What follows belongs to an exercise in optimizing a design on an open flow for small area, a short achievable clock period and few clock cycles; a production flow would make more cautious choices.
Only simulation tests tie the RTL to the original design; equivalence was not proved.
Power and IR drop assume default switching activity.

orange:
==> flow/design.v (excerpt) <==
module deco8_decode (
    input  wire        clk,
    input  wire        rst,           
    input  wire        start,         
    input  wire        cartlen_ok,    
    output reg         cart_re,
    output reg  [14:0] cart_addr,
    input  wire [7:0]  cart_rdata,
    output reg         out_re,
    output reg  [17:0] out_raddr,
    input  wire [7:0]  out_rdata,
    output reg         out_we,
    output reg  [17:0] out_waddr,
    output reg  [7:0]  out_wdata,
    output reg         done,
    output reg  [15:0] status,
    output reg  [1:0]  version,
    output wire [31:0] magic,
    output wire [15:0] dlen,
    output wire [15:0] hdr6,
    output reg  [17:0] textlen,
    output reg         text_valid,
    output reg         empty
);
    localparam [31:0] MAGIC_V1 = 32'h3A633A00;
    localparam [31:0] MAGIC_V2 = 32'h00707861;
    localparam [14:0] CODE_BASE = 15'h4300;
    localparam [14:0] CLEN_BASE = 15'h4306;
    localparam [14:0] BODY_BASE = 15'h4308;
    localparam IDLE = 0, HDR = 1, CLASS = 2, V0 = 3, V1 = 4, CP = 5, V2H = 6,
               V2C = 7, V2A = 8, V2B = 9, DRAIN = 10, TAIL = 11, ERR = 12;
    localparam NS = 13;
    reg [NS-1:0] st;
    reg        start_r, ok_r;
    reg [1:0]  ver;
    reg        f1, f2;      
    reg [15:0] rc;          
    reg        rz, rle0, r1;    
    reg        g1;          
    reg        g2;          
    reg [2:0]  hidx;        
    reg [3:0]  cnt;         
    reg [18:0] olen_c;      
    reg        ecode;       
    reg        bb;          
    reg        mism;        
    reg [63:0] hdr_o;       
    reg        a_v;         
    reg [7:0]  fq0, fq1, fq2, fq3;
    reg [3:0]  fv;          
    reg [3:0]  ft;          
    reg        r_v;         
    reg [7:0]  r_lit;
    reg        r_tab;       
    reg        d_v, d_cp;
    reg [7:0]  d_lit;
    reg [1:0]  u_need;      
    reg [3:0]  u_ok;        
    reg        u_bad;
    wire       u_lead2 = (out_wdata[7:5] == 3'b110) && (out_wdata[4:1] != 4'd0);   
  ...
Settings: LEC_CHECK=0, CAP_MARGIN=20, CORE_MARGIN=2, CORE_UTILIZATION=55, SLEW_MARGIN=20; clock period 10.0 ns.
standard.sh (not shown) runs the stock make flow with config.mk's settings and CLKGATE_MAP_FILE= SYNTH_SCRIPT=/design/flow/synth_recipe.tcl, a recipe that flattens the netlist after the stock synthesis.
==> flow/flow/run.sh <==
#!/bin/bash
# The standard layout (standard.sh: the standard synthesis, floorplan,
# placement, CTS and routing) with these changes:
#  - the port buffers are buf_2 cells rather than the default pick, a slow
#    clock-delay cell; every port still gets its buffer;
#  - repair_timing aims at a setup margin of 6.5 ns, so it sizes the logic for a
#    shorter period than the 10 ns clock asks for.
# The clock period and the SDC constraints are the standard flow's, unchanged.
set -euo pipefail
bash standard.sh "BUFFER_PORTS_ARGS=-buffer_cell sky130_fd_sc_hd__buf_2" \
    SETUP_SLACK_MARGIN=6.5  "CTS_ARGS=-repair_clock_nets -dont_use_dummy_load" finish > standard_flow.log 2>&1
Both conditions hold for orange: the flow ran to the end and the final layout passed the timing, DRC and antenna checks.
Testbench counts of orange, summed over its fixed seeds: cycles 382,588.
Modified inputs, blue compared to orange
-- flow/flow/run.sh --
<<< orange, line 11
    SETUP_SLACK_MARGIN=6.5  "CTS_ARGS=-repair_clock_nets -dont_use_dummy_load" finish > standard_flow.log 2>&1
>>> blue, line 11
    SETUP_SLACK_MARGIN=6.5  "CTS_ARGS=-sink_clustering_enable -repair_clock_nets -dont_use_dummy_load -sink_clustering_size 30 -sink_clustering_max_diameter 80" finish > standard_flow.log 2>&1
[summary]
- Share of cell area taken by flip-flops and latches for blue is higher than for orange.
- Utilization orange -> blue: down
- Global-route track usage on met2 (higher): orange
- Higher global-route usage among orange and blue: orange
- Diff orange and blue: shortest clock period the worst path allows after layout lower in blue

run A:
Another version of the RTL of deco8_decode (not shown whole).
Size in the first run: about 190 I/O pins, roughly 0.015 sq mm of cells after synthesis.
==> flow/config.mk <==
export PLATFORM = sky130hd
export DESIGN_NAME = deco8_decode
export DESIGN_NICKNAME = deco8_decode
export VERILOG_FILES = /design/flow/design.v
export SDC_FILE = /design/flow/constraint.sdc
export NUM_CORES = 4
export LEC_CHECK = 0
export CAP_MARGIN = 20
export CORE_MARGIN = 2
export CORE_UTILIZATION = 40
export SLEW_MARGIN = 20
==> flow/constraint.sdc <==
create_clock -name core_clock -period 10.0 [get_ports {clk}]
set_input_delay 2.0000 -clock core_clock [delete_from_list [all_inputs] [get_ports {clk}]]
set_output_delay 2.0000 -clock core_clock [all_outputs]
set_load 0.01 [all_outputs]
==> flow/flow/run.sh <==
#!/bin/bash
# The standard layout (standard.sh: the standard synthesis, floorplan,
# placement, CTS and routing) with these changes:
#  - the port buffers are buf_2 cells rather than the default pick, a slow
#    clock-delay cell; every port still gets its buffer;
#  - repair_timing aims at a setup margin of 6.5 ns, so it sizes the logic for a
#    shorter period than the 10 ns clock asks for.
# The clock period and the SDC constraints are the standard flow's, unchanged.
set -euo pipefail
bash standard.sh "BUFFER_PORTS_ARGS=-buffer_cell sky130_fd_sc_hd__buf_2" \
    SETUP_SLACK_MARGIN=6.5  finish > standard_flow.log 2>&1
Run A did not stop at any stage, and its layout met the timing, DRC and antenna checks.
Testbench counts of run A, summed over its fixed seeds: cycles 382,588.
[inputs] run B vs run A
--- a/flow/flow/run.sh
+++ b/flow/flow/run.sh
@@ -10,2 +10,2 @@
 bash standard.sh "BUFFER_PORTS_ARGS=-buffer_cell sky130_fd_sc_hd__buf_2" \
-    SETUP_SLACK_MARGIN=6.5  finish > standard_flow.log 2>&1
+    SETUP_SLACK_MARGIN=6.5  "CTS_ARGS=-sink_clustering_enable -repair_clock_nets -dont_use_dummy_load -sink_clustering_size 30 -sink_clustering_max_diameter 80" finish > standard_flow.log 2>&1
--- a/flow/config.mk
+++ b/flow/config.mk
@@ -9,3 +9,3 @@
 export CORE_MARGIN = 2
-export CORE_UTILIZATION = 40
+export CORE_UTILIZATION = 65
 export SLEW_MARGIN = 20
## What came out
Count of input and output buffers came out exactly the same in run B and run A. In the tables for run B and run A, final net count reads higher with run A. Of the two candidates, run A has the worse worst setup slack and run B the better one. Comparing run B and run A, worst hold path cell count is lower on run B. Compared with run A, run B ends up with a smaller final cell area. Diff run A -> run B: final hold slack up 22 ps, met2 track demand over resource up 16 points.
The inputs of run C differ from those of run B as listed below.
==> flow/flow/run.sh <==
#!/bin/bash
# The standard layout (standard.sh: the standard synthesis, floorplan,
# placement, CTS and routing) with these changes:
#  - the port buffers are buf_2 cells rather than the default pick, a slow
#    clock-delay cell; every port still gets its buffer;
#  - repair_timing aims at a setup margin of 6.8 ns, so it sizes the logic for a
#    shorter period than the 10 ns clock asks for.
# The clock period and the SDC constraints are the standard flow's, unchanged.
set -euo pipefail
bash standard.sh "BUFFER_PORTS_ARGS=-buffer_cell sky130_fd_sc_hd__buf_2" \
    SETUP_SLACK_MARGIN=6.8  "CTS_ARGS=-sink_clustering_enable -repair_clock_nets -dont_use_dummy_load -sink_clustering_size 30 -sink_clustering_max_diameter 80" finish > standard_flow.log 2>&1
--- a/flow/config.mk
+++ b/flow/config.mk
@@ -9,3 +9,3 @@
 export CORE_MARGIN = 2
-export CORE_UTILIZATION = 65
+export CORE_UTILIZATION = 55
 export SLEW_MARGIN = 20
### Flow results
- Power dissipated by switching net loads (lower): run B
- Post-cts gate resize count, run C and run B: smaller value in run B
- Diff run B -> run C | sequential share of layout area | decrease of 0.33 points
- In run C, the number of buffers added for setup after CTS came out 1 below the value in run B.
- Every stage of the flow completed for run C, and the final layout passed the timing, DRC and antenna checks.
- Run C vs run B — wire length of the first global-routing pass rose 2.0%.
- Run C vs run B — fraction of met2 tracks used by global routing dropped 6.6 points.
Changes in run D relative to run C:
==> flow/flow/run.sh <==
#!/bin/bash
# The standard layout (standard.sh: the standard synthesis, floorplan,
# placement, CTS and routing) with these changes:
#  - the port buffers are buf_2 cells rather than the default pick, a slow
#    clock-delay cell; every port still gets its buffer;
#  - repair_timing aims at a setup margin of 6.5 ns, so it sizes the logic for a
#    shorter period than the 10 ns clock asks for.
# The clock period and the SDC constraints are the standard flow's, unchanged.
set -euo pipefail
bash standard.sh "BUFFER_PORTS_ARGS=-buffer_cell sky130_fd_sc_hd__buf_2" \
    SETUP_SLACK_MARGIN=6.5  "CTS_ARGS=-sink_clustering_enable -repair_clock_nets -dont_use_dummy_load -sink_clustering_size 30 -sink_clustering_max_diameter 80" finish > standard_flow.log 2>&1
--- a/flow/config.mk
+++ b/flow/config.mk
@@ -9,3 +9,3 @@
 export CORE_MARGIN = 2
-export CORE_UTILIZATION = 55
+export CORE_UTILIZATION = 40
 export SLEW_MARGIN = 20
### Flow results
- The per-cell via count in the routed design in run D sits 7.7% below the value recorded for run C.
- Delta (run D minus run C): setup skew after layout grew by 15 ps; maximum achievable frequency comparable; transition time at the pin with the least slew margin has decreased; detail-routed net length per standard cell fell by 4.2%; utilization dropped 17 points.
- Compared with run C, run D shows a higher amount of wire on met2 after detailed routing.
- Of run D and run C, run D shows the higher routed wire length, with run C below it.
- Global-route wire length before repair, run D vs run C: up by a few percent
- Run D ended up with a higher clock power than run C did.

-- afterwards: timing with drivers on the ports --
Ports are ideal in the flow. The routed layouts listed here were re-timed in OpenROAD. Step 1 sets driving cells, clkbuf_16 on the clock port and buf_2 on the other inputs (assumed; they add their load-dependent delay and slew). Step 2 adds t to the input delays and takes it off the output delays; t is the mean of the earliest and latest rising clock arrival at the registers after step 1. Input paths then give back, and output paths get back, about the clock's delay inside the block. a / b / c = ideal / step 1 / step 2; a / b = the first two.
run | shift t [ns] | setup WS [ns] | worst slew at a driven data input, ns
orange | 0.597 | 6.605 / 6.554 / 6.069 | 0.07
blue | 0.547 | 6.624 / 6.571 / 6.195 | 0.07
run A | 0.570 | 6.593 / 6.536 / 6.527 | 0.05
run B | 0.536 | 6.624 / 6.577 / 6.483 | 0.06
run C | 0.535 | 6.605 / 6.554 / 6.504 | 0.06
run D | 0.557 | 6.612 / 6.556 / 6.531 | 0.06
After both steps every run listed still meets setup and hold. For orange, which loses most, drivers alone change the setup slack by -0.051 ns; drivers and shift together by -0.536 ns.
